What follows belongs to an exercise in optimizing a design on an open flow for a short achievable clock period and few clock cycles; a production flow would make more cautious choices. At most, simulation tests tie the RTL to the original design; equivalence was not proved. No functional check of the RTL was part of runs 4 and 5. Power and IR drop assume default switching activity.

--- run.sh ---
#!/bin/bash
# synth_recipe.tcl (not shown) runs the flow's synth.tcl, then flattens the netlist and writes it again
# the make line also repeats each setting of config.mk as NAME=value (left out here)
make -C /OpenROAD-flow-scripts/flow DESIGN_CONFIG=/design/flow/config.mk WORK_HOME=/design/flow/orfs CLKGATE_MAP_FILE= SYNTH_SCRIPT=/design/flow/synth_recipe.tcl finish
--- config.mk ---
export PLATFORM = sky130hd
export DESIGN_NAME = cvb
export DESIGN_NICKNAME = cvb
export VERILOG_FILES = /design/flow/design.v
export SDC_FILE = /design/flow/constraint.sdc
export NUM_CORES = 4
export LEC_CHECK = 0
export CAP_MARGIN = 20
export CORE_MARGIN = 2
export CORE_UTILIZATION = 40
export PLACE_DENSITY = 0.6
export SETUP_SLACK_MARGIN = 2.5
export SLEW_MARGIN = 20
export SYNTH_HIERARCHICAL = 1
export SYNTH_MINIMUM_KEEP_SIZE = 0
--- constraint.sdc ---
create_clock -name core_clock -period 6.0 [get_ports {clk}]
set_input_delay 1.2000 -clock core_clock [delete_from_list [all_inputs] [get_ports {clk}]]
set_output_delay 1.2000 -clock core_clock [all_outputs]
set_load 0.01 [all_outputs]
--- design.v ---
`timescale 1ns/1ps
module cvb (
    input  wire        clk,
    input  wire        rst,           
    input  wire        host_wr,
    input  wire [2:0]  host_waddr,
    input  wire [15:0] host_wdata,
    input  wire [2:0]  host_raddr,
    output wire [15:0] host_rdata,
    output wire        busy,
    output wire [2:0]  outcome,
    output wire        mem_en,
    output wire        mem_we,
    output wire [15:0] mem_addr,
    output wire [7:0]  mem_wdata,
    input  wire [7:0]  mem_rdata,
    output wire        poll_en,
    output wire [1:0]  poll_sel,      
    input  wire        poll_ans,
    output wire        put_en,
    output wire [7:0]  put_data,
    output wire        get_en,
    input  wire [7:0]  get_data,
    output wire        chs_valid,
    output wire [7:0]  chs_data,
    input  wire        chs_ready,
    input  wire        chs_err,
    input  wire        chr_valid,
    input  wire [7:0]  chr_data,
    input  wire        chr_err,
    output wire        chr_ready
);
    localparam [2:0] O_NONE    = 3'd0,
                     O_OK      = 3'd1,
                     O_TIMEOUT = 3'd2,
                     O_CHERR   = 3'd3,
                     O_MALF    = 3'd4,
                     O_INVAL   = 3'd5,
                     O_NOTF    = 3'd6,
                     O_ILLEGAL = 3'd7;
    localparam [7:0] LIMIT_RESET = 8'd16;
    reg [15:0] ptr, len, res;
    reg [7:0]  fill, limit;
    reg [2:0]  status;
    reg        ptr_nz, len_nz, len_ge2, len_ge3, len_eq3, lim_nz, lim_gt1;
    reg        ok_wr, ok_wtr, ok_rsy;
    reg        busy_r;
    reg        idle_r;            
    reg        m_wr, m_wtr, m_enc, m_dec, m_rsy;
    reg [1:0]  sub;               
    reg        mem_en_r, mem_we_r;
    reg [15:0] maddr;
    reg [7:0]  wreg;
    reg        poll_en_r, put_en_r, get_en_r, chr_ready_r;
    reg [1:0]  poll_sel_r;
    reg [7:0]  rem;               
    reg [15:0] left;              
    reg        rdp;               
    reg [7:0]  pbuf;              
    reg [7:0]  q0, q1, q2, q3, q4;  
    reg [2:0]  qn;
    reg [15:0] rp;                
    reg [4:0]  rleft;             
    reg        rleft_nz;
    reg [2:0]  occ;               
    reg [1:0]  trl_push;
    reg [2:0]  wn;                
    reg [15:0] wa, wb;            
    reg [4:0]  scnt;              
    reg [7:0]  rb;                
    reg        rbv, rbpar, apar;
    reg [15:0] sum;
    reg [7:0]  b30;
    reg [15:0] oaddr;             
    reg [15:0] oleft;             
    reg        rk_nb, rk_first, rk_last;    
    reg        dk_nb, dk_first, dk_last;    
    reg [15:0] daddr;             
    reg [15:0] dp1, dm1;          
    reg [15:0] hp1, hm1;          
    reg        hv, hc, h40;       
    reg [15:0] haddr;
    reg        exp40;             
    reg [15:0] npair;             
    wire        cmd_wr  = host_wr & (host_waddr == 3'd0) & idle_r;
    wire        cmdz    = cmd_wr & (host_wdata[7:3] == 5'd0);
    wire [2:0]  opb     = host_wdata[2:0];
    wire        op1     = (opb == 3'd1);
    wire        op2     = (opb == 3'd2);
    wire        op3     = (opb == 3'd3);
    wire        op4     = (opb == 3'd4);
    wire        op5     = (opb == 3'd5);
    wire        st_wr   = cmdz & op1 & ok_wr;
    wire        st_wtr  = cmdz & op2 & ok_wtr;
    wire        st_enc  = cmdz & op3 & ptr_nz;
    wire        st_dec  = cmdz & op4 & ptr_nz;
    wire        st_rsy  = cmdz & op5 & ok_rsy;
    cvb_o_mem_en u_mem_en (
        .host_wr(host_wr), .host_waddr(host_waddr), .opc(host_wdata[7:0]), .busy(busy_r),
        .ok_wr(ok_wr), .ok_ed(ptr_nz), .ok_rsy(ok_rsy), .chr_valid(chr_valid), .chr_err(chr_err),
        .m_dec(m_dec), .r(mem_en_r), .q(mem_en)
    );
    cvb_o_mem_we u_mem_we (
        .host_wr(host_wr), .host_waddr(host_waddr), .opc(host_wdata[7:0]), .busy(busy_r),
        .ok_ed(ptr_nz), .chr_valid(chr_valid), .chr_err(chr_err), .m_dec(m_dec),
        .r(mem_we_r), .q(mem_we)
    );
    cvb_o_op1 u_poll_en (
        .host_wr(host_wr), .host_waddr(host_waddr), .opc(host_wdata[7:0]), .busy(busy_r),
        .ok(ok_wr), .r(poll_en_r), .q(poll_en)
    );
    cvb_o_op2 u_put_en (
        .host_wr(host_wr), .host_waddr(host_waddr), .opc(host_wdata[7:0]), .busy(busy_r),
        .ok(ok_wtr), .r(put_en_r), .q(put_en)
    );
    cvb_o_op3 u_chs_valid (
        .host_wr(host_wr), .host_waddr(host_waddr), .opc(host_wdata[7:0]), .busy(busy_r),
        .ok(ptr_nz), .r(qn != 3'd0), .q(chs_valid)
    );
    cvb_o_op4 u_chr_ready (
        .host_wr(host_wr), .host_waddr(host_waddr), .opc(host_wdata[7:0]), .busy(busy_r),
        .ok(ptr_nz), .r(chr_ready_r), .q(chr_ready)
    );
    cvb_rdbit u_rd0  (.a(host_raddr), .d1(status[0]), .d2(ptr[0]),  .d3(len[0]),  .d4(fill[0]), .d5(limit[0]), .d6(res[0]),  .q(host_rdata[0]));
    cvb_rdbit u_rd1  (.a(host_raddr), .d1(status[1]), .d2(ptr[1]),  .d3(len[1]),  .d4(fill[1]), .d5(limit[1]), .d6(res[1]),  .q(host_rdata[1]));
    cvb_rdbit u_rd2  (.a(host_raddr), .d1(status[2]), .d2(ptr[2]),  .d3(len[2]),  .d4(fill[2]), .d5(limit[2]), .d6(res[2]),  .q(host_rdata[2]));
    cvb_rdbit u_rd3  (.a(host_raddr), .d1(1'b0),      .d2(ptr[3]),  .d3(len[3]),  .d4(fill[3]), .d5(limit[3]), .d6(res[3]),  .q(host_rdata[3]));
    cvb_rdbit u_rd4  (.a(host_raddr), .d1(1'b0),      .d2(ptr[4]),  .d3(len[4]),  .d4(fill[4]), .d5(limit[4]), .d6(res[4]),  .q(host_rdata[4]));
    cvb_rdbit u_rd5  (.a(host_raddr), .d1(1'b0),      .d2(ptr[5]),  .d3(len[5]),  .d4(fill[5]), .d5(limit[5]), .d6(res[5]),  .q(host_rdata[5]));
    cvb_rdbit u_rd6  (.a(host_raddr), .d1(1'b0),      .d2(ptr[6]),  .d3(len[6]),  .d4(fill[6]), .d5(limit[6]), .d6(res[6]),  .q(host_rdata[6]));
    cvb_rdbit u_rd7  (.a(host_raddr), .d1(1'b0),      .d2(ptr[7]),  .d3(len[7]),  .d4(fill[7]), .d5(limit[7]), .d6(res[7]),  .q(host_rdata[7]));
    cvb_rdbit u_rd8  (.a(host_raddr), .d1(1'b0),      .d2(ptr[8]),  .d3(len[8]),  .d4(1'b0),    .d5(1'b0),     .d6(res[8]),  .q(host_rdata[8]));
    cvb_rdbit u_rd9  (.a(host_raddr), .d1(1'b0),      .d2(ptr[9]),  .d3(len[9]),  .d4(1'b0),    .d5(1'b0),     .d6(res[9]),  .q(host_rdata[9]));
    cvb_rdbit u_rd10 (.a(host_raddr), .d1(1'b0),      .d2(ptr[10]), .d3(len[10]), .d4(1'b0),    .d5(1'b0),     .d6(res[10]), .q(host_rdata[10]));
    cvb_rdbit u_rd11 (.a(host_raddr), .d1(1'b0),      .d2(ptr[11]), .d3(len[11]), .d4(1'b0),    .d5(1'b0),     .d6(res[11]), .q(host_rdata[11]));
    cvb_rdbit u_rd12 (.a(host_raddr), .d1(1'b0),      .d2(ptr[12]), .d3(len[12]), .d4(1'b0),    .d5(1'b0),     .d6(res[12]), .q(host_rdata[12]));
    cvb_rdbit u_rd13 (.a(host_raddr), .d1(1'b0),      .d2(ptr[13]), .d3(len[13]), .d4(1'b0),    .d5(1'b0),     .d6(res[13]), .q(host_rdata[13]));
    cvb_rdbit u_rd14 (.a(host_raddr), .d1(1'b0),      .d2(ptr[14]), .d3(len[14]), .d4(1'b0),    .d5(1'b0),     .d6(res[14]), .q(host_rdata[14]));
    cvb_rdbit u_rd15 (.a(host_raddr), .d1(1'b0),      .d2(ptr[15]), .d3(len[15]), .d4(1'b0),    .d5(1'b0),     .d6(res[15]), .q(host_rdata[15]));
    assign busy      = busy_r;
    assign outcome   = status;
    assign mem_addr  = busy_r ? maddr : ptr;
    assign mem_wdata = m_wtr ? get_data : ((m_dec | ~busy_r) ? chr_data : wreg);
    assign poll_sel  = poll_sel_r & {2{busy_r}};
    assign put_data  = (rdp & m_wr) ? mem_rdata : (m_wr ? pbuf : fill);
    assign get_en    = get_en_r;
    assign chs_data  = q0;
    wire        hw_ok   = host_wr & idle_r;
    wire [15:0] ptr_n   = (hw_ok && host_waddr == 3'd2) ? host_wdata : ptr;
    wire [15:0] len_n   = (hw_ok && host_waddr == 3'd3) ? host_wdata : len;
    wire [7:0]  lim_n   = (hw_ok && host_waddr == 3'd5) ? host_wdata[7:0] : limit;
    wire        lastp   = (rem == 8'd1);
    wire        lastb   = (left == 16'd1);
    wire        rd_now   = mem_en_r & ~mem_we_r;
    wire        pop      = m_enc & (qn != 3'd0) & chs_ready;
    wire        sum_done = ~rleft_nz & ~rd_now & ~rdp & ~rbv;
    wire        push_t   = m_enc & sum_done & (trl_push != 2'd0) & (qn != 3'd5);
    wire        push     = (m_enc & rdp) | push_t;
    wire [7:0]  pushd    = rdp ? mem_rdata : (trl_push[0] ? ~sum[7:0] : ~sum[15:8]);
    wire [2:0]  qa       = qn - {2'd0, pop};           
    wire [2:0]  qn_next  = qa + {2'd0, push};
    wire        rd_ok    = rleft_nz & (occ <= 3'd4);
    wire        wr_ok    = ~wn[2] & (~wn[1] | sum_done);
    wire        is20    = (mem_rdata == 8'h20);
    wire        is40    = (mem_rdata == 8'h40);
    wire        arr_nb  = rdp & dk_nb;
    wire        arr_ev  = rdp & ~dk_nb;
    wire        nb_now  = mem_en_r & rk_nb;
    wire        found   = arr_nb & (exp40 ? is40 : is20);
    wire        a_cand  = (is40 & ~dk_first) | (is20 & ~dk_last);
    wire        use_h   = arr_nb;                         
    wire        use_a   = arr_ev & ~nb_now;
    wire        s_cand  = use_h ? (hv & hc) : (use_a & a_cand);
    wire        s_40    = use_h ? h40 : is40;
    wire [15:0] s_nb    = use_h ? (h40 ? hm1 : hp1) : (is40 ? dm1 : dp1);
    wire [15:0] s_pair  = use_h ? (h40 ? hm1 : haddr) : (is40 ? dm1 : daddr);
    wire [15:0] rsy_n   = {1'b0, len[15:1]} + {15'd0, len[0]};    
    reg         fin;
    reg  [2:0]  fcode;
    always @(posedge clk) begin
        fin   = 1'b0;
        fcode = O_OK;
        if (rst) begin
            ptr    <= 16'd0;
            len    <= 16'd0;
            fill   <= 8'd0;
            limit  <= LIMIT_RESET;
            res    <= 16'd0;
            status <= O_NONE;
            ptr_nz <= 1'b0; len_nz <= 1'b0; len_ge2 <= 1'b0; len_ge3 <= 1'b0; len_eq3 <= 1'b0;
            lim_nz <= 1'b1; lim_gt1 <= 1'b1;
            ok_wr  <= 1'b0; ok_wtr <= 1'b0; ok_rsy <= 1'b0;
            busy_r <= 1'b0;
            idle_r <= 1'b1;
            m_wr <= 1'b0; m_wtr <= 1'b0; m_enc <= 1'b0; m_dec <= 1'b0; m_rsy <= 1'b0;
            sub  <= 2'd0;
            mem_en_r <= 1'b0; mem_we_r <= 1'b0;
            poll_en_r <= 1'b0; put_en_r <= 1'b0; get_en_r <= 1'b0; chr_ready_r <= 1'b0;
            poll_sel_r <= 2'd0;
            q0   <= 8'h20;
            rdp  <= 1'b0;
            qn   <= 3'd0;
            rbv  <= 1'b0;
            hv   <= 1'b0;
            rk_nb <= 1'b0;
            dk_nb <= 1'b0;
        end else begin
            rdp      <= rd_now;
            dk_nb    <= rk_nb;
            dk_first <= rk_first;
            dk_last  <= rk_last;
            daddr    <= maddr;
            dp1      <= maddr + 16'd1;
            dm1      <= maddr - 16'd1;
            if (rdp) pbuf <= mem_rdata;
            ptr     <= ptr_n;
            len     <= len_n;
            limit   <= lim_n;
            ptr_nz  <= (ptr_n != 16'd0);
            len_nz  <= (len_n != 16'd0);
            len_ge2 <= (len_n[15:1] != 15'd0);
            len_ge3 <= (len_n[15:2] != 14'd0) | (len_n[1] & len_n[0]);
            len_eq3 <= (len_n == 16'd3);
            lim_nz  <= (lim_n != 8'd0);
            lim_gt1 <= (lim_n[7:1] != 7'd0);
            ok_wr   <= (ptr_n != 16'd0) & (len_n != 16'd0) & (lim_n != 8'd0);
            ok_wtr  <= (ptr_n != 16'd0) & (len_n != 16'd0);
            ok_rsy  <= (ptr_n != 16'd0) & (len_n[15:1] != 15'd0);
            if (hw_ok && host_waddr == 3'd4) fill <= host_wdata[7:0];
            if (idle_r) begin
                left       <= len;
                rem        <= opb[1] ? limit : limit - 8'd1;
                sub        <= {1'b0, opb[1] | poll_ans};
                poll_sel_r <= opb[1] ? 2'd2 : 2'd0;
                maddr      <= (opb[0] & (opb[1] | opb[2])) ? ptr + 16'd2 :
                              ((opb[0] & ~opb[1] & ~opb[2]) | (opb[2] & ~opb[0] & chr_valid)) ? ptr + 16'd1 :
                              ptr;
                rdp        <= opb[0] & ~opb[1];
                q1         <= 8'h40;
                rp         <= ptr + 16'd3;
                rleft      <= 5'd27;
                rleft_nz   <= 1'b1;
                occ        <= chs_ready ? 3'd2 : 3'd3;
                wn         <= 3'd0;
                wa         <= ptr;
                wb         <= ptr + 16'd30;
                trl_push   <= 2'b11;
                apar       <= 1'b0;
                sum        <= opb[2] ? 16'd0 : 16'h4020;
                scnt       <= {4'd0, opb[2] ? chr_valid : chs_ready};
                rb         <= chr_data;
                rbpar      <= 1'b0;
                rbv        <= opb[2] & chr_valid;
                dk_nb      <= 1'b0;
                dk_first   <= 1'b1;
                dk_last    <= 1'b0;
                daddr      <= ptr;
                dp1        <= ptr + 16'd1;
                dm1        <= ptr - 16'd1;
                hv         <= 1'b0;
                rk_nb      <= 1'b0;
                rk_first   <= 1'b0;
                rk_last    <= len_eq3;
                oaddr      <= ptr + 16'd4;
                oleft      <= len_ge3 ? rsy_n - 16'd2 : 16'd0;
                busy_r      <= (st_wr & (poll_ans | lim_gt1)) | (st_wtr & lim_nz) | st_enc |
                               (st_dec & ~(chr_valid & chr_err)) | st_rsy;
                idle_r      <= ~((st_wr & (poll_ans | lim_gt1)) | (st_wtr & lim_nz) | st_enc |
                                 (st_dec & ~(chr_valid & chr_err)) | st_rsy);
                m_wr        <= st_wr & (poll_ans | lim_gt1);
                m_wtr       <= st_wtr & lim_nz;
                m_enc       <= st_enc;
                m_dec       <= st_dec & ~(chr_valid & chr_err);
                m_rsy       <= st_rsy;
                mem_en_r    <= (st_wr & poll_ans & len_ge2) | st_enc | (st_rsy & len_ge3);
                mem_we_r    <= 1'b0;
                poll_en_r   <= (st_wr & ~poll_ans & lim_gt1) | (st_wtr & lim_nz);
                put_en_r    <= st_wr & poll_ans;
                get_en_r    <= 1'b0;
                chr_ready_r <= st_dec & ~(chr_valid & chr_err);
                q0          <= (st_enc & chs_ready) ? 8'h40 : 8'h20;
                qn          <= st_enc ? (chs_ready ? 3'd1 : 3'd2) : 3'd0;
                if (cmd_wr) begin
                    if (host_wdata[7:3] != 5'd0 || opb == 3'd0 || opb[2:1] == 2'b11) begin
                        status <= O_ILLEGAL;
                    end else if (op1) begin
                        if (!(ptr_nz && len_nz)) begin
                            status <= O_INVAL;
                        end else if (!lim_nz || (!poll_ans && !lim_gt1)) begin
                            status <= O_TIMEOUT;
                        end
                    end else if (op2) begin
                        if (!(ptr_nz && len_nz)) begin
                            status <= O_INVAL;
                        end else if (!lim_nz) begin
                            status <= O_TIMEOUT;
                        end
                    end else if (op3) begin
                        if (!ptr_nz) begin
                            status <= O_INVAL;
                        end
                    end else if (op4) begin
                        if (!ptr_nz) begin
                            status <= O_INVAL;
                        end else if (chr_valid && chr_err) begin
                            status <= O_CHERR;
                        end
                    end else begin
                        if (!(ptr_nz && len_nz)) begin
                            status <= O_INVAL;
                            res <= 16'd0;
                        end else if (!len_ge2) begin
                            status <= O_NOTF;
                            res <= 16'd0;
                        end
                    end
                end
            end
            if (m_wr) begin
                mem_en_r <= 1'b0;
                if (mem_en_r) maddr <= maddr + 16'd1;
                case (sub)
                    2'd0: begin                           
                        if (poll_ans) begin
                            sub       <= 2'd1;
                            poll_en_r <= 1'b0;
                            put_en_r  <= 1'b1;
                            mem_en_r  <= ~lastb;          
                        end else if (lastp) begin
                            fin = 1'b1; fcode = O_TIMEOUT;
                        end else begin
                            rem <= rem - 8'd1;
                        end
                    end
                    2'd1: begin                           
                        sub        <= 2'd2;
                        put_en_r   <= 1'b0;
                        poll_en_r  <= 1'b1;
                        poll_sel_r <= 2'd1;
                        rem        <= limit;
                    end
                    default: begin                        
                        if (poll_ans) begin
                            if (lastb) begin
                                fin = 1'b1; fcode = O_OK;
                            end else begin
                                left       <= left - 16'd1;
                                sub        <= 2'd0;
                                poll_sel_r <= 2'd0;
                                rem        <= limit;
                            end
                        end else if (lastp) begin
                            fin = 1'b1; fcode = O_TIMEOUT;
                        end else begin
                            rem <= rem - 8'd1;
                        end
                    end
                endcase
            end
            if (m_wtr) begin
                case (sub)
                    2'd0: begin                           
                        put_en_r   <= 1'b0;
                        sub        <= 2'd1;
                        poll_en_r  <= 1'b1;
                        rem        <= limit;
                    end
                    2'd1: begin                           
                        if (poll_ans) begin
                            sub       <= 2'd2;
                            poll_en_r <= 1'b0;
                            get_en_r  <= 1'b1;
                            mem_en_r  <= 1'b1;
                            mem_we_r  <= 1'b1;
                        end else if (lastp) begin
                            fin = 1'b1; fcode = O_TIMEOUT;
                        end else begin
                            rem <= rem - 8'd1;
                        end
                    end
                    default: begin                        
                        get_en_r <= 1'b0;
                        mem_en_r <= 1'b0;
                        mem_we_r <= 1'b0;
                        maddr    <= maddr + 16'd1;
                        if (lastb) begin
                            fin = 1'b1; fcode = O_OK;
                        end else begin
                            left     <= left - 16'd1;
                            sub      <= 2'd0;
                            put_en_r <= 1'b1;
                        end
                    end
                endcase
            end
            if (m_enc | m_dec) begin
                if (rbv) sum <= sum + (rbpar ? {rb, 8'h00} : {8'h00, rb});
            end
            if (m_enc) begin
                if (pop) begin
                    q0 <= q1; q1 <= q2; q2 <= q3; q3 <= q4;
                end
                if (push) begin
                    case (qa)
                        3'd0: q0 <= pushd;
                        3'd1: q1 <= pushd;
                        3'd2: q2 <= pushd;
                        3'd3: q3 <= pushd;
                        default: q4 <= pushd;
                    endcase
                end
                qn <= qn_next;
                occ <= occ - {2'd0, pop} + {2'd0, push_t} + {2'd0, rd_ok};
                if (push_t) trl_push <= trl_push[0] ? 2'b10 : 2'b00;
                rbv   <= rdp;
                rb    <= mem_rdata;
                rbpar <= apar;
                if (rdp) apar <= ~apar;
                if (rd_ok) begin
                    mem_en_r <= 1'b1;
                    mem_we_r <= 1'b0;
                    maddr    <= rp;
                    rp       <= rp + 16'd1;
                    rleft    <= rleft - 5'd1;
                    rleft_nz <= (rleft != 5'd1);
                end else if (wr_ok) begin
                    mem_en_r <= 1'b1;
                    mem_we_r <= 1'b1;
                    maddr    <= wa;
                    wa       <= wn[0] ? wb : wa + 16'd1;
                    wreg     <= wn[1] ? (wn[0] ? ~sum[15:8] : ~sum[7:0]) : (wn[0] ? 8'h40 : 8'h20);
                    wn       <= wn + 3'd1;
                end else begin
                    mem_en_r <= 1'b0;
                    mem_we_r <= 1'b0;
                end
                if (pop) begin
                    scnt <= scnt + 5'd1;
                    if (scnt == 5'd31) begin
                        fin = 1'b1; fcode = chs_err ? O_CHERR : O_OK;
                    end
                end
            end
            if (m_dec) begin
                rbv <= 1'b0;
                if (chr_valid) begin
                    if (chr_err) begin
                        fin = 1'b1; fcode = O_CHERR;
                    end else begin
                        maddr <= maddr + 16'd1;
                        scnt  <= scnt + 5'd1;
                        rb    <= chr_data;
                        rbv   <= (scnt < 5'd30);
                        rbpar <= scnt[0];
                        if (scnt == 5'd30) b30 <= chr_data;
                        if (scnt == 5'd31) begin
                            fin = 1'b1;
                            fcode = ((chr_data == ~sum[15:8]) && (b30 == ~sum[7:0])) ? O_OK : O_MALF;
                        end
                    end
                end
            end
            if (m_rsy) begin
                if (use_h) hv <= 1'b0;
                if (arr_ev & nb_now) begin
                    hv    <= 1'b1;
                    hc    <= a_cand;
                    h40   <= is40;
                    haddr <= daddr;
                    hp1   <= dp1;
                    hm1   <= dm1;
                end
                if (found) begin
                    res <= npair;
                    fin = 1'b1; fcode = O_OK;
                end else if (s_cand) begin
                    mem_en_r <= 1'b1;
                    rk_nb    <= 1'b1;
                    rk_first <= 1'b0;
                    rk_last  <= 1'b0;
                    maddr    <= s_nb;
                    npair    <= s_pair;
                    exp40    <= ~s_40;
                end else if (oleft != 16'd0) begin
                    mem_en_r <= 1'b1;
                    rk_nb    <= 1'b0;
                    rk_first <= 1'b0;
                    rk_last  <= (oleft == 16'd1) & len[0];
                    maddr    <= oaddr;
                    oaddr    <= oaddr + 16'd2;
                    oleft    <= oleft - 16'd1;
                end else begin
                    mem_en_r <= 1'b0;
                    rk_nb    <= 1'b0;
                    if (!mem_en_r) begin
                        res <= 16'd0;
                        fin = 1'b1; fcode = O_NOTF;
                    end
                end
            end
            if (fin) begin
                status      <= fcode;
                busy_r      <= 1'b0;
                idle_r      <= 1'b1;
                m_wr        <= 1'b0;
                m_wtr       <= 1'b0;
                m_enc       <= 1'b0;
                m_dec       <= 1'b0;
                m_rsy       <= 1'b0;
                mem_en_r    <= 1'b0;
                mem_we_r    <= 1'b0;
                poll_en_r   <= 1'b0;
                put_en_r    <= 1'b0;
                get_en_r    <= 1'b0;
                chr_ready_r <= 1'b0;
                qn          <= 3'd0;
                q0          <= 8'h20;
                hv          <= 1'b0;
                rk_nb       <= 1'b0;
            end
        end
    end
endmodule
module cvb_o_mem_en (
    input  wire       host_wr,
    input  wire [2:0] host_waddr,
    input  wire [7:0] opc,
    input  wire       busy, ok_wr, ok_ed, ok_rsy, chr_valid, chr_err, m_dec, r,
    output wire       q
);
    wire cmdz = host_wr & (host_waddr == 3'd0) & ~busy & (opc[7:3] == 5'd0);
    wire beat = chr_valid & ~chr_err;
    assign q = r | (cmdz & (((opc[2:0] == 3'd1) & ok_wr) | ((opc[2:0] == 3'd5) & ok_rsy) |
                            ((opc[2:0] == 3'd4) & ok_ed & beat))) | (m_dec & beat);
endmodule
module cvb_o_mem_we (
    input  wire       host_wr,
    input  wire [2:0] host_waddr,
    input  wire [7:0] opc,
    input  wire       busy, ok_ed, chr_valid, chr_err, m_dec, r,
    output wire       q
);
    wire cmdz = host_wr & (host_waddr == 3'd0) & ~busy & (opc[7:3] == 5'd0);
    wire beat = chr_valid & ~chr_err;
    assign q = r | (((cmdz & (opc[2:0] == 3'd4) & ok_ed) | m_dec) & beat);
endmodule
module cvb_o_op1 (
    input  wire       host_wr,
    input  wire [2:0] host_waddr,
    input  wire [7:0] opc,
    input  wire       busy, ok, r,
    output wire       q
);
    assign q = r | (host_wr & (host_waddr == 3'd0) & ~busy & (opc == 8'h01) & ok);
endmodule
module cvb_o_op2 (
    input  wire       host_wr,
    input  wire [2:0] host_waddr,
    input  wire [7:0] opc,
    input  wire       busy, ok, r,
    output wire       q
);
    assign q = r | (host_wr & (host_waddr == 3'd0) & ~busy & (opc == 8'h02) & ok);
endmodule
module cvb_o_op3 (
    input  wire       host_wr,
    input  wire [2:0] host_waddr,
    input  wire [7:0] opc,
    input  wire       busy, ok, r,
    output wire       q
);
    assign q = r | (host_wr & (host_waddr == 3'd0) & ~busy & (opc == 8'h03) & ok);
endmodule
module cvb_o_op4 (
    input  wire       host_wr,
    input  wire [2:0] host_waddr,
    input  wire [7:0] opc,
    input  wire       busy, ok, r,
    output wire       q
);
    assign q = r | (host_wr & (host_waddr == 3'd0) & ~busy & (opc == 8'h04) & ok);
endmodule
module cvb_rdbit (
    input  wire [2:0] a,
    input  wire       d1, d2, d3, d4, d5, d6,
    output reg        q
);
    always @(*) begin
        case (a)
            3'd1:    q = d1;
            3'd2:    q = d2;
            3'd3:    q = d3;
            3'd4:    q = d4;
            3'd5:    q = d5;
            3'd6:    q = d6;
            default: q = 1'b0;
        endcase
    end
endmodule
==> results of run 1 <==
[routing by layer]
layer  vias up  GRT usage, %  part of all wire, %
li1      11100             -                    -
met5         -             0                    0
met2      1087          41.4                   45
met4         0          9.02                  3.3
met3       189          3.75                  7.5
met1     11800          37.4                   44
[repair_timing]
| action | CTS | global route |
|---|---|---|
| setup buffers | 13 | 7 |
| gates resized for setup | 244 | 51 |
| pin swaps | 7 | 8 |
| gates cloned | 5 | 0 |
| setup endpoints to repair | 229 | 40 |
[kinds of logic after synthesis]
family                   synth area share (%)
AND/OR/NAND/NOR                          18.8
AO/OA/AOI/OAI                            19.2
flip-flops                               45.3
buffers and inverters                    3.74
XOR/XNOR                                 5.19
multiplexers                             5.31
adder cells (fa/ha/maj)                  2.43
other                                  0.0138
[Yosys stat by module, one instance, submodules excluded]
module,area (um^2),times used
cvb_rdbit,53.8,16
cvb_o_mem_we,75.1,1
cvb_o_op3,53.8,1
cvb_o_op2,58.8,1
cvb_o_op1,58.8,1
cvb,25900,1
cvb_o_mem_en,80.1,1
cvb_o_op4,58.8,1
[area by class of cell]
class	instances	share of cell area (%)
antenna	1	0.00784
clock buffer	66	4.58
clock inverter	29	0.906
inverter	86	1.07
multi-input combinational	2234	45.0
sequential	447	38.7
tap	873	3.42
timing repair buffer	205	6.33
[worst paths after layout]
kind	start	to	slack, ns	depth (start not counted)
hold reg to reg	dp1[7]	hp1[7]	0.45	0
hold / removal	dp1[7]	hp1[7]	0.45	0
setup / recovery	chr_err	mem_we	2.51	6
setup reg to reg	left[2]	rem[6]	2.64	8
[where the power goes]
group,switching (mW),internal [mW],leakage (nW)
Clock,1.37,1.94,0.865
Sequential,0.124,3.43,4.13
Combinational,0.406,0.281,6.71
[layout by cell type (no fill, tap or decap), types with 13 or more instances in the layout]
master	instances
o22ai_1	25
nor4_1	22
and3_1	53
clkbuf_16	56
dfxtp_1	101
nand2b_1	23
ha_1	47
nand2_1	332
buf_4	73
nand3_1	77
clkdlybuf4s50_1	48
nor4b_2	13
a21oi_1	234
a31oi_1	34
o21ai_0	154
or3_1	19
dlygate4sd2_1	33
a22o_1	15
a221oi_1	21
a22oi_1	40
xor2_1	64
edfxtp_1	338
o221ai_1	33
o21a_1	26
and2_1	26
nor3_1	59
o211ai_1	19
nor2b_1	41
xnor2_1	97
mux2i_1	111
nand4_1	34
inv_1	81
mux2_2	19
a211oi_1	48
a221o_1	24
conb_1	29
nor2_1	273
[critical path, cell delays in order]
cell     delay [ns]
buf_6          0.09
buf_8          0.13
nor4b_4        0.24
nand4_1        0.28
nand2_2        0.21
buf_6          0.12
[through the flow]
| step | std cells | hold WS (ns) | area [um^2] | util, % | setup WS, ns |
|---|---|---|---|---|---|
| after floorplan | 2948 | 0.426 | 27300 | - | 1.34 |
| after global placement | 3818 | 0.433 | 29400 | 43.7 | 1.12 |
| after detailed placement | 3818 | 0.437 | 29400 | 43.7 | 0.971 |
| after CTS | 3931 | 0.449 | 31700 | 47.1 | 2.31 |
| after global routing | 3940 | 0.460 | 31900 | 47.4 | 2.50 |
| final | 3941 | 0.449 | 31900 | 47.4 | 2.51 |
[flip-flops by register name (all words and copies together) (netlist names), 15 cells and up]
signal and cells:
daddr 16, dm1 15, dp1 16, haddr 16, hm1 16, hp1 15, left 16, len 16
maddr 16, npair 16, oaddr 16, oleft 16, ptr 16, res 16, rp 16, sum 16
wa 16, wb 16
==> flow_metrics.env, run 1 <==
export IMPL_outcome="finished clean"
export IMPL_antenna_found_initial=1
export IMPL_cts_root_buffer="clkbuf_16"
export IMPL_area_growth_pct=17.3
export IMPL_power_leakage_nw=11.7
export IMPL_arrival_ns=2.29
export IMPL_place_congestion=0.916
export IMPL_yosysMostFrequentCell="edfxtp_1"
export IMPL_power_density_nw_per_um2=237
export IMPL_final_nets=3132
export IMPL_die_y_um=265
export IMPL_io_pins=123
export IMPL_rsz0062_at_grt="yes"
export IMPL_yosys_warnings=8
export IMPL_grt_pass1_wl_mm=143
export IMPL_maxCapViolCount=0
export IMPL_ys_async_sr_fraction_pct=0
export IMPL_finalCritPeriodShare_pct=58.2
export IMPL_yosysSeqAreaShare_pct=45.3
export IMPL_yosys_top_cells_count="edfxtp_1, nand2_1, nor2_1"
export IMPL_fin_crit_ns=3.49
export IMPL_endpoint_kind="primary output"
export IMPL_relSlewSlack_pct=30.6
export IMPL_yosysUniqueCellTypes=85
export IMPL_clock_sinks=447
export IMPL_drt_iter0_drc=3052
export IMPL_coreArea_um2=67300
export IMPL_place_hpwl_mm=65.3
export IMPL_max_slew_worst_pin_slew_ns=1.04
export IMPL_die_w_um=265
export IMPL_grt_total_usage_pct=26.4
export IMPL_tns_ns=0
export IMPL_max_freq_ghz=0.287
export IMPL_critPathKind="primary input to primary output"
export IMPL_wl_mm=94.7
export IMPL_syn_inst=2920
export IMPL_drc=0
export IMPL_wire_per_inst_um=24.0
export IMPL_fillers=6312
export IMPL_total_power_mw=7.55
export IMPL_finClkSkew_ns=0.0230
export IMPL_finalHoldViolCount=0
export IMPL_clk_pin_slew_ns=0.06
export IMPL_drive_gt1_share_pct=10.8
export IMPL_num_rows=95
export IMPL_drv_slew=0
export IMPL_path_max_fanout=3
export IMPL_post_synth_top_area_fraction_pct=37.3
export IMPL_clk_latency_ns=0.62
export IMPL_multi_input_area_um2=14300
export IMPL_vdd_drop_max_v=0.000188
export IMPL_dieArea_um2=70100
export IMPL_ctsHoldBuffers=0
export IMPL_drt_pre_antenna_iters=10
export IMPL_cp_start_kind="primary input"
export IMPL_start_util_pct=40.4
export IMPL_yosysTopAreaCell="edfxtp_1"
export IMPL_grt_overflow_total=0
export IMPL_numCtsBuffers=53
export IMPL_io_buffers=122
export IMPL_synth_edf_count=338
export IMPL_vias=24200
export IMPL_hp_class="flip-flop to flip-flop"
export IMPL_viasPerCell=6.14
export IMPL_finalSetupViolCount=0
export IMPL_synth_seq_cells=447
export IMPL_synth_ff_type="edfxtp_1"
export IMPL_critPathRequiredTime_ns=4.80
export IMPL_synthesis_area_um2=27200
export IMPL_avgSynthCellArea_um2=9.31
export IMPL_htreeDepth=2
export IMPL_grt_pass1_vias=22900
export IMPL_cts_buffer_depth=3
export IMPL_grt_max_degree=190
export IMPL_register_area_um2=12300
export IMPL_ant_nets=0
export IMPL_synth_area_leaders="edfxtp_1, dfxtp_1, nand2_1, mux2i_1, a21oi_1"
export IMPL_cts_tree="built"
Testbench counts, summed over its fixed seeds: cycles 34,688.
==> inputs of run 2 (changes only) <==
--- a/config.mk
+++ b/config.mk
@@ -9,5 +9,5 @@
 export CORE_MARGIN = 2
-export CORE_UTILIZATION = 40
-export PLACE_DENSITY = 0.6
-export SETUP_SLACK_MARGIN = 2.5
+export CORE_UTILIZATION = 60
+export PLACE_DENSITY = 0.7
+export SETUP_SLACK_MARGIN = 3.0
 export SLEW_MARGIN = 20
==> flow_metrics.env, run 2 <==
export IMPL_io_buffers=122
export IMPL_ant_nets=0
export IMPL_critical_path_top_delay_family="buffers and inverters"
export IMPL_cp_start_kind="primary input"
export IMPL_drv_slew=0
export IMPL_drt_pre_antenna_iters=7
export IMPL_synth_ff_type="edfxtp_1"
export IMPL_path_max_fanout=7
export IMPL_relSlewSlack_pct=31.0
export IMPL_post_synth_top_area_fraction_pct=37.3
export IMPL_maxCapViolCount=0
export IMPL_clk_latency_ns=0.63
export IMPL_drt_iter0_drc=3595
export IMPL_htreeDepth=2
export IMPL_yosysMostFrequentCell="edfxtp_1"
export IMPL_ctsHoldBuffers=0
export IMPL_critPathKind="primary input to primary output"
export IMPL_arrival_ns=2.14
export IMPL_max_slew_worst_pin_slew_ns=1.03
export IMPL_synth_seq_cells=447
export IMPL_yosys_top_cells_count="edfxtp_1, nand2_1, nor2_1"
export IMPL_outcome="finished clean"
export IMPL_critical_path_buf_inv_count=3
export IMPL_dieArea_um2=47000
export IMPL_power_density_nw_per_um2=225
export IMPL_avgSynthCellArea_um2=9.31
export IMPL_place_hpwl_mm=62.9
export IMPL_final_nets=3236
export IMPL_cts_buffer_depth=3
export IMPL_finalSetupViolCount=0
export IMPL_die_w_um=217
export IMPL_finClkSkew_ns=0.0334
export IMPL_coreArea_um2=45100
export IMPL_io_pins=123
export IMPL_slowest_stage="nor4b_4"
export IMPL_yosys_warnings=8
export IMPL_path_cells="buf_16 > buf_4 > nor4b_4 > a41o_1 > buf_2"
export IMPL_layout_common_cells="edfxtp_1, nand2_1, nor2_1"
export IMPL_yosysUniqueCellTypes=85
export IMPL_cts_tree="built"
export IMPL_start_util_pct=60.3
export IMPL_wl_mm=96.5
export IMPL_numCtsBuffers=49
export IMPL_final_common_cell="edfxtp_1"
export IMPL_grt_pass1_vias=23700
export IMPL_drc=0
export IMPL_ys_async_sr_fraction_pct=0
export IMPL_place_congestion=0.972
export IMPL_num_rows=78
export IMPL_final_area_um2=33600
export IMPL_clk_pin_slew_ns=0.06
export IMPL_yosysTopAreaCell="edfxtp_1"
export IMPL_vdd_drop_max_v=0.000280
export IMPL_finalHoldViolCount=0
export IMPL_vias=25900
export IMPL_drive_gt1_share_pct=18.9
export IMPL_endpoint_kind="primary output"
export IMPL_synth_edf_count=338
export IMPL_critPathRequiredTime_ns=4.80
export IMPL_placed_area_um2=29200
export IMPL_switchingPower_mw=1.93
export IMPL_clock_sinks=447
export IMPL_grt_pass1_wl_mm=142
export IMPL_syn_inst=2920
export IMPL_grt_overflow_total=0
export IMPL_synthesis_area_um2=27200
export IMPL_synth_area_leaders="edfxtp_1, dfxtp_1, nand2_1, mux2i_1, a21oi_1"
export IMPL_swShare_pct=25.5
export IMPL_grt_total_usage_pct=39.1
export IMPL_critPathMaxStageDelay_ns=0.28
export IMPL_rsz0062_at_grt="yes"
export IMPL_grt_max_degree=125
export IMPL_antenna_found_initial=1
export IMPL_yosysSeqAreaShare_pct=45.3
export IMPL_p_seq_share_pct=47.2
export IMPL_max_freq_ghz=0.299
export IMPL_power_leakage_nw=12.6
export IMPL_die_y_um=217
export IMPL_viasPerCell=6.85
export IMPL_intPower_mw=5.61
export IMPL_clock_power_share_pct=42.5
export IMPL_combinationalPowerShare_pct=10.4
export IMPL_fin_crit_ns=3.34
export IMPL_area_growth_pct=23.4
export IMPL_hp_class="flip-flop to flip-flop"
export IMPL_finalCritPeriodShare_pct=55.7
export IMPL_wire_per_inst_um=25.6
export IMPL_cts_root_buffer="clkbuf_16"
export IMPL_tns_ns=0
run 2: changes by cell type in the layout (fill, tap and decap cells not counted), sizes merged, moves of 4 or more:
cell	change
dlygate4sd2	-31
clkinv	-4
buf	+161
clkdlybuf4s15	-7
clkdlybuf4s50	-20
clkbuf	+7
bufinv	-4
run 2: what timing repair did:
action                                 in CTS  in global routing
pin swaps                                  43                 80
endpoints found under the hold margin       0                  0
gates cloned                               11                  4
buffers inserted                           62                 56
resized for setup                         572                164
setup endpoints to repair                 271                198
run 2: worst reg2reg max path, cell delays in order, from the launching register on:
cell      delay (ns)
edfxtp_1        0.52
or4_4           0.55
a311o_2         0.36
ha_4            0.27
inv_2           0.03
fa_2            0.33
fa_2            0.34
xor2_1          0.16
xnor2_1         0.12
and2_1          0.15
run 2: per-module statistics from Yosys (local to each module, per instance):
module,times used,flops+latches,cell area [um^2]
cvb_o_op3,1,0,53.8
cvb_o_mem_we,1,0,75.1
cvb_o_op4,1,0,58.8
cvb,1,447,25900
cvb_rdbit,16,0,53.8
cvb_o_op1,1,0,58.8
cvb_o_mem_en,1,0,80.1
cvb_o_op2,1,0,58.8
run 2: power by group through the flow:
stage	combinational, mW	clock (mW)	sequential [mW]
3_3_place_gp	0.628	0	3.61
4_1_cts	0.696	3.21	3.55
6_report	0.781	3.20	3.56
2_1_floorplan	0.413	0	3.56
3_5_place_dp	0.639	0	3.61
5_1_grt	0.832	3.32	3.56
run 2: layout make-up:
| type | count | area, um^2 |
|---|---|---|
| flip-flops and latches | 447 | 12400 |
| diodes | 2 | 5.00 |
| well taps | 600 | 751 |
| fillers | 3194 | 11500 |
| clock inverters | 22 | 199 |
| multi-input cells | 2235 | 15200 |
| repair buffers | 312 | 3140 |
| clock buffers | 69 | 1530 |
| inverters | 86 | 349 |
run 2: metal layers:
metal,up-vias,global-route usage [%],share of wire (%)
li1,11300,-,-
met1,12400,52.7,39
met2,1777,59.7,45
met3,375,7.06,11
met4,0,22.2,6.0
met5,-,0,0
run 2: logic make-up after synthesis:
family	share of synthesized area (%)
AO/OA/AOI/OAI	19.2
XOR/XNOR	5.19
adder cells (fa/ha/maj)	2.43
buffers and inverters	3.74
flip-flops	45.3
multiplexers	5.31
other	0.0138
AND/OR/NAND/NOR	18.8
run 2: per-stage QoR:
stage	hold slack, ns	utilization (%)	worst slack [ns]	total power, mW	cells
2_1_floorplan	0.426	-	1.34	3.98	2948
3_3_place_gp	0.432	64.9	1.46	4.24	3545
3_5_place_dp	0.434	64.9	1.33	4.25	3545
4_1_cts	0.453	71.6	2.75	7.45	3709
5_1_grt	0.456	74.4	2.62	7.71	3771
6_report	0.451	74.4	2.66	7.54	3773
run 2: final timing paths:
path / from / end / slack, ns / depth (start not counted)
worst max-delay path: host_wdata[5] / chr_ready / 2.66 / 5
worst min register to register: daddr[10] / haddr[10] / 0.45 / 0
worst min-delay path: daddr[10] / haddr[10] / 0.45 / 0
worst max register to register: rleft_nz / occ[2] / 2.94 / 9
==> inputs of run 3 (changes only) <==
--- a/config.mk
+++ b/config.mk
@@ -9,4 +9,4 @@
 export CORE_MARGIN = 2
-export CORE_UTILIZATION = 60
-export PLACE_DENSITY = 0.7
+export CORE_UTILIZATION = 40
+export PLACE_DENSITY = 0.6
 export SETUP_SLACK_MARGIN = 3.0
==> flow_metrics.env, run 3 <==
export IMPL_cp_start_kind="primary input"
export IMPL_max_freq_ghz=0.295
export IMPL_antenna_found_initial=0
export IMPL_power_leakage_nw=12.5
export IMPL_post_synth_top_area_fraction_pct=37.3
export IMPL_cts_root_buffer="clkbuf_16"
export IMPL_start_util_pct=40.4
export IMPL_fillers=6142
export IMPL_finalCritPeriodShare_pct=56.5
export IMPL_final_cells=4033
export IMPL_viasPerCell=6.25
export IMPL_ant_nets=0
export IMPL_power_density_nw_per_um2=230
export IMPL_fin_util_pct=50.1
export IMPL_tns_ns=0
export IMPL_yosys_top_cells_count="edfxtp_1, nand2_1, nor2_1"
export IMPL_vias=25200
export IMPL_grt_overflow_total=0
export IMPL_placedCellCount=3818
export IMPL_place_congestion=0.938
export IMPL_final_common_cell="edfxtp_1"
export IMPL_ys_async_sr_fraction_pct=0
export IMPL_grt_pass1_vias=23900
export IMPL_drc=0
export IMPL_hp_class="flip-flop to flip-flop"
export IMPL_cts_tree="built"
export IMPL_die_w_um=265
export IMPL_num_rows=95
export IMPL_clk_pin_slew_ns=0.06
export IMPL_dieArea_um2=70100
export IMPL_total_power_mw=7.74
export IMPL_outcome="finished clean"
export IMPL_fin_crit_ns=3.39
export IMPL_coreArea_um2=67300
export IMPL_place_hpwl_mm=65.0
export IMPL_yosysSeqAreaShare_pct=45.3
export IMPL_relSlewSlack_pct=38.7
export IMPL_io_pins=123
export IMPL_grt_total_usage_pct=26.8
export IMPL_drv_slew=0
export IMPL_setup_ws_ns=2.61
export IMPL_numCtsBuffers=52
export IMPL_synth_edf_count=338
export IMPL_htreeDepth=2
export IMPL_yosys_warnings=8
export IMPL_area_growth_pct=23.9
export IMPL_arrival_ns=2.19
export IMPL_drive_gt1_share_pct=18.6
export IMPL_rsz0062_at_grt="yes"
export IMPL_dp_slack_ns=1.19
export IMPL_avgSynthCellArea_um2=9.31
export IMPL_synth_seq_cells=447
export IMPL_clk_latency_ns=0.62
export IMPL_yosysUniqueCellTypes=85
export IMPL_grt_max_degree=113
export IMPL_wire_per_inst_um=24.5
export IMPL_yosysMostFrequentCell="edfxtp_1"
export IMPL_clock_sinks=447
export IMPL_synthesis_area_um2=27200
export IMPL_drt_pre_antenna_iters=6
export IMPL_finalHoldViolCount=0
export IMPL_final_nets=3221
export IMPL_maxCapViolCount=0
export IMPL_drt_iter0_drc=3055
export IMPL_vdd_drop_max_v=0.000199
export IMPL_synth_area_leaders="edfxtp_1, dfxtp_1, nand2_1, mux2i_1, a21oi_1"
export IMPL_antenna_cells=0
export IMPL_endpoint_kind="primary output"
export IMPL_cts_buffer_depth=3
export IMPL_io_buffers=122
export IMPL_wl_mm=98.8
export IMPL_max_slew_worst_pin_slew_ns=0.916
export IMPL_yosysTopAreaCell="edfxtp_1"
export IMPL_synth_ff_type="edfxtp_1"
export IMPL_path_max_fanout=3
export IMPL_syn_inst=2920
export IMPL_finClkSkew_ns=0.0255
export IMPL_critPathKind="primary input to primary output"
export IMPL_die_y_um=265
export IMPL_grt_pass1_wl_mm=147
export IMPL_critPathRequiredTime_ns=4.80
export IMPL_finalSetupViolCount=0
export IMPL_layout_common_cells="edfxtp_1, nand2_1, nor2_1"
==> run 3: cell counts after synthesis <==
No cell type changed its count.
==> run 3: layer usage <==
layer / share of wire [%] / up-vias / GRT usage, % / routed length [um]
li1: - / 11300 / - / -
met1: 43 / 12500 / 37.1 / 42100
met2: 46 / 1270 / 42.6 / 45400
met3: 8.4 / 181 / 4.62 / 8270
met4: 3.1 / 0 / 9.16 / 3110
met5: 0 / - / 0 / 0
==> run 3: layout make-up <==
type / instances / area [um^2] / area share (%)
multi-input cells: 2236 / 15100 / 44.9
flip-flops and latches: 447 / 12400 / 36.7
repair buffers: 293 / 2950 / 8.74
clock buffers: 59 / 1400 / 4.15
well taps: 873 / 1090 / 3.24
clock inverters: 39 / 429 / 1.27
inverters: 86 / 345 / 1.02
==> run 3: worst max-delay path, stage by stage <==
cell	delay [ns]
buf_6	0.10
buf_6	0.13
nor4b_4	0.19
nand4_1	0.25
nand2_2	0.19
buf_6	0.12
==> run 3: worst paths after layout <==
path	from	endpoint	slack, ns	depth (start not counted)
min	dp1[6]	hp1[6]	0.45	0
max	chr_err	mem_we	2.61	6
min reg2reg	dp1[6]	hp1[6]	0.45	0
max reg2reg	ptr[1]	maddr[9]	2.83	10
==> run 3: kinds of logic (layout without fill, tap and decap cells) <==
logic type	count (synthesis)	after routing	synth area share, %
AND/OR/NAND/NOR	1047	1050	18.8
AO/OA/AOI/OAI	803	803	19.2
flip-flops	447	447	45.3
buffers and inverters	268	477	3.74
XOR/XNOR	161	161	5.19
multiplexers	142	142	5.31
adder cells (fa/ha/maj)	51	51	2.43
other	1	29	0.0138
==> run 3: what timing repair did <==
action,in CTS,in global routing
setup endpoints to repair,282,151
buffers inserted,55,44
gates resized for setup,568,158
pin swaps,57,71
hold buffers,0,0
hold endpoints to repair,0,0
gates cloned,13,4
==> run 3: through the flow <==
stage                     hold slack (ns)  instance area [um^2]
after floorplan                     0.426                 27600
after global placement              0.433                 29600
after detailed placement            0.435                 29600
after CTS                           0.452                 32600
after global routing                0.456                 33700
final                               0.451                 33700
==> run 3: power by group <==
group / switching (mW) / leakage (nW) / total, mW / internal, mW
sequential: 0.125 / 4.13 / 3.55 / 3.43
clock: 1.40 / 0.890 / 3.43 / 2.03
combinational: 0.434 / 7.48 / 0.758 / 0.324
total: 1.96 / 12.5 / 7.74 / 5.78
==> run 3: per-module statistics from Yosys (local to each module, per instance) <==
module / flops+latches / copies in the design
cvb: 447 / 1
cvb_o_op2: 0 / 1
cvb_rdbit: 0 / 16
cvb_o_mem_en: 0 / 1
cvb_o_op1: 0 / 1
cvb_o_op4: 0 / 1
cvb_o_op3: 0 / 1
cvb_o_mem_we: 0 / 1
==> inputs of run 4 (changes only) <==
--- a/design.v
+++ b/design.v
@@ -117,3 +117,3 @@
         .host_wr(host_wr), .host_waddr(host_waddr), .opc(host_wdata[7:0]), .busy(busy_r),
-        .ok(ptr_nz), .r(qn != 3'd0), .q(chs_valid)
+        .ok(ptr_nz), .r((qn != 3'd0) | (m_enc & rdp)), .q(chs_valid)
     );
@@ -146,3 +146,3 @@
     assign get_en    = get_en_r;
-    assign chs_data  = q0;
+    assign chs_data  = (m_enc & (qn == 3'd0)) ? mem_rdata : q0;    
     wire        hw_ok   = host_wr & idle_r;
@@ -155,5 +155,7 @@
     wire        pop      = m_enc & (qn != 3'd0) & chs_ready;
+    wire        byp_x    = m_enc & (qn == 3'd0) & rdp & chs_ready;    
+    wire        xfer     = pop | byp_x;
     wire        sum_done = ~rleft_nz & ~rd_now & ~rdp & ~rbv;
     wire        push_t   = m_enc & sum_done & (trl_push != 2'd0) & (qn != 3'd5);
-    wire        push     = (m_enc & rdp) | push_t;
+    wire        push     = (m_enc & rdp & ~byp_x) | push_t;
     wire [7:0]  pushd    = rdp ? mem_rdata : (trl_push[0] ? ~sum[7:0] : ~sum[15:8]);
@@ -412,3 +414,3 @@
                 qn <= qn_next;
-                occ <= occ - {2'd0, pop} + {2'd0, push_t} + {2'd0, rd_ok};
+                occ <= occ - {2'd0, xfer} + {2'd0, push_t} + {2'd0, rd_ok};
                 if (push_t) trl_push <= trl_push[0] ? 2'b10 : 2'b00;
@@ -436,3 +438,3 @@
                 end
-                if (pop) begin
+                if (xfer) begin
                     scnt <= scnt + 5'd1;
--- a/config.mk
+++ b/config.mk
@@ -9,4 +9,4 @@
 export CORE_MARGIN = 2
-export CORE_UTILIZATION = 40
-export PLACE_DENSITY = 0.6
+export CORE_UTILIZATION = 60
+export PLACE_DENSITY = 0.7
 export SETUP_SLACK_MARGIN = 3.0
==> flow_metrics.env, run 4 <==
export IMPL_yosys_warnings=8
export IMPL_clock_sinks=447
export IMPL_max_freq_ghz=0.287
export IMPL_final_common_cell="edfxtp_1"
export IMPL_grt_pass1_wl_mm=145
export IMPL_grt_total_usage_pct=39.6
export IMPL_ys_async_sr_fraction_pct=0
export IMPL_vdd_drop_max_v=0.000285
export IMPL_power_leakage_nw=12.6
export IMPL_drv_slew=0
export IMPL_critical_path_buf_inv_count=4
export IMPL_antenna_cells=0
export IMPL_drt_pre_antenna_iters=9
export IMPL_area_growth_pct=23.3
export IMPL_critPathKind="primary input to primary output"
export IMPL_hp_class="flip-flop to flip-flop"
export IMPL_dp_slack_ns=1.20
export IMPL_rr_startpoint="rbpar"
export IMPL_min_delay_start="dp1[9]"
export IMPL_arrival_ns=2.28
export IMPL_yosys_top_cells_count="edfxtp_1, nand2_1, nor2_1"
export IMPL_hold_path_depth=0
export IMPL_post_synth_top_area_fraction_pct=37.0
export IMPL_viasPerCell=6.88
export IMPL_cts_tree="built"
export IMPL_endpoint_kind="primary output"
export IMPL_num_rows=78
export IMPL_coreArea_um2=45300
export IMPL_grt_overflow_total=0
export IMPL_yosysMostFrequentCell="edfxtp_1"
export IMPL_reg2reg_slack_ns=3.00
export IMPL_drt_iter0_drc=4110
export IMPL_crit_reg2reg_capture="sum[14]"
export IMPL_final_area_um2=33900
export IMPL_relSlewSlack_pct=21.5
export IMPL_ff2ff_path_depth=13
export IMPL_die_y_um=218
export IMPL_critPathRequiredTime_ns=4.80
export IMPL_fillers=3166
export IMPL_critical_path_top_delay_family="buffers and inverters"
export IMPL_finalHoldWorstSlack_ns=0.449
export IMPL_synth_ff_type="edfxtp_1"
export IMPL_drc=0
export IMPL_yosysTopAreaCell="edfxtp_1"
export IMPL_ant_nets=0
export IMPL_cts_root_buffer="clkbuf_16"
export IMPL_htreeDepth=2
export IMPL_maxCapViolCount=0
export IMPL_tns_ns=0
export IMPL_cts_buffer_depth=3
export IMPL_fin_util_pct=74.8
export IMPL_finalCritPeriodShare_pct=58.0
export IMPL_path_max_fanout=6
export IMPL_place_congestion=0.954
export IMPL_clk_pin_slew_ns=0.06
export IMPL_min_to="hp1[9]"
export IMPL_antenna_found_initial=1
export IMPL_path_cells="buf_16 > buf_12 > buf_6 > mux2i_2 > o221ai_1 > o21a_1 > buf_2"
export IMPL_finalHoldViolCount=0
export IMPL_final_nets=3229
export IMPL_wl_mm=97.7
export IMPL_vias=25900
export IMPL_yosysSeqAreaShare_pct=44.9
export IMPL_dieArea_um2=47500
export IMPL_io_pins=123
export IMPL_cp_start_kind="primary input"
export IMPL_max_slew_worst_pin_slew_ns=1.18
export IMPL_place_hpwl_mm=62.3
export IMPL_yosysUniqueCellTypes=98
export IMPL_setup_ws_ns=2.52
export IMPL_placed_area_um2=29600
export IMPL_avgSynthCellArea_um2=9.51
export IMPL_start_util_pct=60.6
export IMPL_drive_gt1_share_pct=21.4
export IMPL_outcome="finished clean"
export IMPL_power_density_nw_per_um2=219
export IMPL_syn_inst=2888
export IMPL_fin_crit_ns=3.48
export IMPL_synth_edf_count=338
export IMPL_synthesis_area_um2=27500
export IMPL_grt_max_degree=158
export IMPL_finClkSkew_ns=0.0182
export IMPL_layout_common_cells="edfxtp_1, nand2_1, nor2_1"
export IMPL_grt_pass1_vias=24400
export IMPL_rsz0062_at_grt="yes"
export IMPL_slowest_stage="o221ai_1"
export IMPL_synth_area_leaders="edfxtp_1, dfxtp_1, mux2i_1, nand2_1, nor2_1"
export IMPL_numCtsBuffers=49
export IMPL_finalSetupViolCount=0
export IMPL_die_w_um=218
export IMPL_wire_per_inst_um=25.9
export IMPL_critPathMaxStageDelay_ns=0.22
export IMPL_io_buffers=122
export IMPL_synth_seq_cells=447
export IMPL_clk_latency_ns=0.62
-- run 4: cell families (layout without fill, tap and decap cells) --
| group | count (synthesis) | after routing | share of synthesized area (%) |
|---|---|---|---|
| adders and majority gates | 52 | 52 | 2.44 |
| other | 1 | 29 | 0.0137 |
| and+or+nand+nor | 1023 | 1025 | 18.7 |
| muxes | 190 | 190 | 7.06 |
| buffers and inverters | 266 | 512 | 3.81 |
| DFF | 447 | 447 | 44.9 |
| xor gates and xnor gates | 152 | 152 | 4.85 |
| AOI/OAI and AO/OA | 757 | 757 | 18.2 |
-- run 4: Yosys stat by module, one instance, submodules excluded --
module	cell area, um^2	copies in the design	cells inside
cvb	26200	1	2737
cvb_o_op1	58.8	1	5
cvb_o_op3	53.8	1	5
cvb_o_mem_en	80.1	1	11
cvb_o_op4	58.8	1	5
cvb_o_mem_we	75.1	1	8
cvb_rdbit	53.8	16	7
cvb_o_op2	58.8	1	5
-- run 4: report_power, final --
| part | total (mW) | switching [mW] | internal [mW] |
|---|---|---|---|
| Sequential | 3.55 | 0.122 | 3.43 |
| Clock | 3.07 | 1.34 | 1.73 |
| Combinational | 0.787 | 0.437 | 0.350 |
-- run 4: cell type report --
cell class	count	area [um^2]	share of cell area (%)
Clock buffer	65	1370	4.04
Clock inverter	26	215	0.636
Inverter	82	327	0.965
Multi-Input combinational cell	2205	15500	45.6
Sequential cell	447	12400	36.6
Tap cell	600	751	2.22
Timing Repair Buffer	338	3360	9.91
Timing Repair inverter	1	5.00	0.0148
-- run 4: timing repair --
action,CTS,global route
pin swaps,46,55
hold buffers,0,0
cloned,8,3
endpoints found under the setup margin,446,123
gates resized for setup,658,149
buffers inserted,98,56
-- run 4: per-stage QoR --
stage / power (mW) / cells
3_5_place_dp: 4.25 / 3508
2_1_floorplan: 3.98 / 2916
6_report: 7.41 / 3764
3_3_place_gp: 4.23 / 3507
5_1_grt: 7.58 / 3764
4_1_cts: 7.31 / 3705
-- run 4: routing by layer --
layer / vias to the layer above / GRT usage (%) / wire length [um]
met5: - / 0 / 13
met4: 2 / 20.7 / 5520
met3: 396 / 6.32 / 9790
met2: 1687 / 62.7 / 45000
met1: 12500 / 52.5 / 37400
li1: 11300 / - / -
-- run 4: worst max path at each step --
stage	start	cells past startpoint	to	slack, ns
floorplan	rst	4	ok_wr	1.06
global placement	mem_rdata[6]	8	oaddr[4]	1.29
detailed placement	mem_rdata[6]	8	oaddr[8]	1.20
CTS	host_raddr[0]	7	host_rdata[0]	2.54
global route	host_raddr[0]	7	host_rdata[0]	2.51
finish	host_raddr[0]	7	host_rdata[0]	2.52
==> inputs of run 5 (changes only) <==
--- a/design.v
+++ b/design.v
@@ -95,3 +95,3 @@
     wire        st_enc  = cmdz & op3 & ptr_nz;
-    wire        st_dec  = cmdz & op4 & ptr_nz;
+    wire        st_dec  = cmdz & op4 & ptr_nz;       
     wire        st_rsy  = cmdz & op5 & ok_rsy;
@@ -99,10 +99,6 @@
         .host_wr(host_wr), .host_waddr(host_waddr), .opc(host_wdata[7:0]), .busy(busy_r),
-        .ok_wr(ok_wr), .ok_ed(ptr_nz), .ok_rsy(ok_rsy), .chr_valid(chr_valid), .chr_err(chr_err),
+        .ok_wr(ok_wr), .ok_rsy(ok_rsy), .chr_valid(chr_valid), .chr_err(chr_err),
         .m_dec(m_dec), .r(mem_en_r), .q(mem_en)
     );
-    cvb_o_mem_we u_mem_we (
-        .host_wr(host_wr), .host_waddr(host_waddr), .opc(host_wdata[7:0]), .busy(busy_r),
-        .ok_ed(ptr_nz), .chr_valid(chr_valid), .chr_err(chr_err), .m_dec(m_dec),
-        .r(mem_we_r), .q(mem_we)
-    );
+    assign mem_we = mem_we_r | (m_dec & chr_valid & ~chr_err);
     cvb_o_op1 u_poll_en (
@@ -119,6 +115,3 @@
     );
-    cvb_o_op4 u_chr_ready (
-        .host_wr(host_wr), .host_waddr(host_waddr), .opc(host_wdata[7:0]), .busy(busy_r),
-        .ok(ptr_nz), .r(chr_ready_r), .q(chr_ready)
-    );
+    assign chr_ready = chr_ready_r;
     cvb_rdbit u_rd0  (.a(host_raddr), .d1(status[0]), .d2(ptr[0]),  .d3(len[0]),  .d4(fill[0]), .d5(limit[0]), .d6(res[0]),  .q(host_rdata[0]));
@@ -142,3 +135,3 @@
     assign mem_addr  = busy_r ? maddr : ptr;
-    assign mem_wdata = m_wtr ? get_data : ((m_dec | ~busy_r) ? chr_data : wreg);
+    assign mem_wdata = m_wtr ? get_data : (m_dec ? chr_data : wreg);
     assign poll_sel  = poll_sel_r & {2{busy_r}};
@@ -237,3 +230,3 @@
                 maddr      <= (opb[0] & (opb[1] | opb[2])) ? ptr + 16'd2 :
-                              ((opb[0] & ~opb[1] & ~opb[2]) | (opb[2] & ~opb[0] & chr_valid)) ? ptr + 16'd1 :
+                              (opb[0] & ~opb[1] & ~opb[2]) ? ptr + 16'd1 :
                               ptr;
@@ -251,6 +244,6 @@
                 sum        <= opb[2] ? 16'd0 : 16'h4020;
-                scnt       <= {4'd0, opb[2] ? chr_valid : chs_ready};
+                scnt       <= {4'd0, ~opb[2] & chs_ready};
                 rb         <= chr_data;
                 rbpar      <= 1'b0;
-                rbv        <= opb[2] & chr_valid;
+                rbv        <= 1'b0;
                 dk_nb      <= 1'b0;
@@ -268,5 +261,5 @@
                 busy_r      <= (st_wr & (poll_ans | lim_gt1)) | (st_wtr & lim_nz) | st_enc |
-                               (st_dec & ~(chr_valid & chr_err)) | st_rsy;
+                               st_dec | st_rsy;
                 idle_r      <= ~((st_wr & (poll_ans | lim_gt1)) | (st_wtr & lim_nz) | st_enc |
-                                 (st_dec & ~(chr_valid & chr_err)) | st_rsy);
+                                 st_dec | st_rsy);
                 m_wr        <= st_wr & (poll_ans | lim_gt1);
@@ -274,3 +267,3 @@
                 m_enc       <= st_enc;
-                m_dec       <= st_dec & ~(chr_valid & chr_err);
+                m_dec       <= st_dec;
                 m_rsy       <= st_rsy;
@@ -281,3 +274,3 @@
                 get_en_r    <= 1'b0;
-                chr_ready_r <= st_dec & ~(chr_valid & chr_err);
+                chr_ready_r <= st_dec;
                 q0          <= (st_enc & chs_ready) ? 8'h40 : 8'h20;
@@ -306,4 +299,2 @@
                             status <= O_INVAL;
-                        end else if (chr_valid && chr_err) begin
-                            status <= O_CHERR;
                         end
@@ -529,15 +520,3 @@
     input  wire [7:0] opc,
-    input  wire       busy, ok_wr, ok_ed, ok_rsy, chr_valid, chr_err, m_dec, r,
-    output wire       q
-);
-    wire cmdz = host_wr & (host_waddr == 3'd0) & ~busy & (opc[7:3] == 5'd0);
-    wire beat = chr_valid & ~chr_err;
-    assign q = r | (cmdz & (((opc[2:0] == 3'd1) & ok_wr) | ((opc[2:0] == 3'd5) & ok_rsy) |
-                            ((opc[2:0] == 3'd4) & ok_ed & beat))) | (m_dec & beat);
-endmodule
-module cvb_o_mem_we (
-    input  wire       host_wr,
-    input  wire [2:0] host_waddr,
-    input  wire [7:0] opc,
-    input  wire       busy, ok_ed, chr_valid, chr_err, m_dec, r,
+    input  wire       busy, ok_wr, ok_rsy, chr_valid, chr_err, m_dec, r,
     output wire       q
@@ -545,4 +524,4 @@
     wire cmdz = host_wr & (host_waddr == 3'd0) & ~busy & (opc[7:3] == 5'd0);
-    wire beat = chr_valid & ~chr_err;
-    assign q = r | (((cmdz & (opc[2:0] == 3'd4) & ok_ed) | m_dec) & beat);
+    assign q = r | (cmdz & (((opc[2:0] == 3'd1) & ok_wr) | ((opc[2:0] == 3'd5) & ok_rsy))) |
+               (m_dec & chr_valid & ~chr_err);
 endmodule
@@ -575,11 +554,2 @@
 endmodule
-module cvb_o_op4 (
-    input  wire       host_wr,
-    input  wire [2:0] host_waddr,
-    input  wire [7:0] opc,
-    input  wire       busy, ok, r,
-    output wire       q
-);
-    assign q = r | (host_wr & (host_waddr == 3'd0) & ~busy & (opc == 8'h04) & ok);
-endmodule
 module cvb_rdbit (
==> flow_metrics.env, run 5 <==
export IMPL_antenna_found_initial=3
export IMPL_drc=0
export IMPL_rsz0062_at_grt="yes"
export IMPL_drt_iter0_drc=3338
export IMPL_final_nets=3161
export IMPL_wire_per_inst_um=26.0
export IMPL_viasPerCell=6.84
export IMPL_max_freq_ghz=0.301
export IMPL_drt_pre_antenna_iters=7
export IMPL_tns_ns=0
export IMPL_arrival_ns=2.12
export IMPL_maxCapViolCount=0
export IMPL_total_power_mw=7.26
export IMPL_power_leakage_nw=12.3
export IMPL_yosysTopAreaCell="edfxtp_1"
export IMPL_top_layer="met5"
export IMPL_yosysUniqueCellTypes=90
export IMPL_coreArea_um2=44300
export IMPL_io_pins=123
export IMPL_grt_pass1_vias=23900
export IMPL_path_max_fanout=5
export IMPL_drive_gt1_share_pct=19.4
export IMPL_final_area_um2=32900
export IMPL_ys_async_sr_fraction_pct=0
export IMPL_routed_wl_met2_mm=43.8
export IMPL_synth_mux_area_share_pct=5.33
export IMPL_clk_pin_slew_ns=0.06
export IMPL_reg2reg_slack_ns=2.88
export IMPL_fin_crit_ns=3.32
export IMPL_yosysMostFrequentCell="nand2_1"
export IMPL_grt_overflow_total=0
export IMPL_cts_buffer_depth=3
export IMPL_final_cells=3686
export IMPL_wl_met3_mm=9.93
export IMPL_cp_start_kind="flip-flop"
export IMPL_ant_nets=0
export IMPL_vdd_drop_max_v=0.000269
export IMPL_htreeDepth=2
export IMPL_place_hpwl_mm=62.0
export IMPL_synth_top_family_by_area="compound AO/OA/AOI/OAI gates"
export IMPL_outcome="finished clean"
export IMPL_finalSetupViolCount=0
export IMPL_placed_area_um2=29100
export IMPL_yosys_area_share_simple_pct=18.3
export IMPL_synth_edf_count=338
export IMPL_finalHoldViolCount=0
export IMPL_numCtsBuffers=48
export IMPL_wl_mm=95.8
export IMPL_slowest_stage="or3_4"
run 5: changes by cell type in the layout (fill, tap and decap cells not counted), moves of 17 or more:
cell and change:
nor2_1 -37, and3_1 +17, a22oi_1 +30, o21ai_1 -22, nand2_1 +47, mux2i_1 -50, a21oi_1 +23, a211oi_1 +25
buf_4 -36
run 5: path summary, 6_finish.rpt:
| path | startpoint | endpoint | depth (start not counted) |
|---|---|---|---|
| max | qn[1] | chs_data[5] | 5 |
| min | dp1[11] | hp1[11] | 0 |
| max reg2reg | rleft_nz | maddr[11] | 6 |
| min reg2reg | dp1[11] | hp1[11] | 0 |
run 5: stage by stage:
stage	utilization (%)	setup slack [ns]
2_1_floorplan	-	1.17
3_3_place_gp	65.8	1.30
3_5_place_dp	65.8	1.27
4_1_cts	72.1	2.67
5_1_grt	74.2	2.65
6_report	74.2	2.68
run 5: final cells by class:
class	instances	area [um^2]
Multi-Input combinational cell	2186	15000
Timing Repair Buffer	288	2870
Antenna cell	1	2.50
Clock inverter	20	183
Fill cell	3152	11400
Timing Repair inverter	1	8.76
Inverter	84	342
Clock buffer	67	1380
Sequential cell	447	12400
Tap cell	592	741
run 5: repair_timing:
action                     in CTS  in global routing
buffers inserted               58                 43
hold buffers                    0                  0
pin swaps                      46                 56
resized for setup             582                147
setup endpoints to repair     267                177
cloned                         13                  3
run 5: per-module statistics from Yosys, one instance, submodules excluded:
| module | flip-flops and latches | times used | cells |
|---|---|---|---|
| cvb | 447 | 1 | 2724 |
| cvb_o_mem_en | 0 | 1 | 8 |
| cvb_o_op1 | 0 | 1 | 5 |
| cvb_o_op2 | 0 | 1 | 5 |
| cvb_o_op3 | 0 | 1 | 5 |
| cvb_rdbit | 0 | 16 | 7 |
run 5: power by group:
| part | internal, mW | switching [mW] | total, mW |
|---|---|---|---|
| Combinational | 0.298 | 0.407 | 0.705 |
| Clock | 1.69 | 1.31 | 3.00 |
| Sequential | 3.43 | 0.125 | 3.55 |
| Total | 5.42 | 1.84 | 7.26 |
run 5: cell families after synthesis:
family                     Yosys count
DFF                                447
xor gates and xnor gates           156
adders and majority gates           51
other                                1
AOI/OAI and AO/OA                  789
muxes                              139
and+or+nand+nor                   1017
buffers and inverters              259
run 5: per-layer routing:
| layer | track usage, % | vias to the layer above |
|---|---|---|
| li1 | - | 11100 |
| met1 | 51.7 | 12100 |
| met2 | 62.4 | 1649 |
| met3 | 6.89 | 393 |
| met4 | 23.1 | 2 |
| met5 | 0 | - |
run 5: worst max-delay path: cells and delay by family, from the launching register on:
kind | cells | cell delay [ns]
buffers and inverters | 2 | 0.27
muxes | 1 | 0.31
and+or+nand+nor | 2 | 0.61
DFF | 1 | 0.32

-- re-timing with driven ports --
The flow's constraints put no driver on any port. The routed layouts listed below were extracted and timed again, unchanged, in two steps.
Step 1 assumes that a clkbuf_16 drives the clock port and a buf_2 every other input.
Step 2 also shifts input and output timing later by t, the mid clock arrival at the registers, as if the neighbouring blocks saw the same clock.
Slacks: ideal / step 1 / step 2; pairs: ideal / step 1.
| run | t (ns) | setup slack, ns |
|---|---|---|
| run 1 | 0.673 | 2.510 / 2.291 / 1.989 |
| run 2 | 0.668 | 2.656 / 2.389 / 2.256 |
| run 3 | 0.672 | 2.608 / 2.333 / 2.145 |
| run 4 | 0.669 | 2.522 / 2.419 / 2.258 |
| run 5 | 0.663 | 2.676 / 2.407 / 2.252 |
After both steps setup and hold are still met in every run listed.
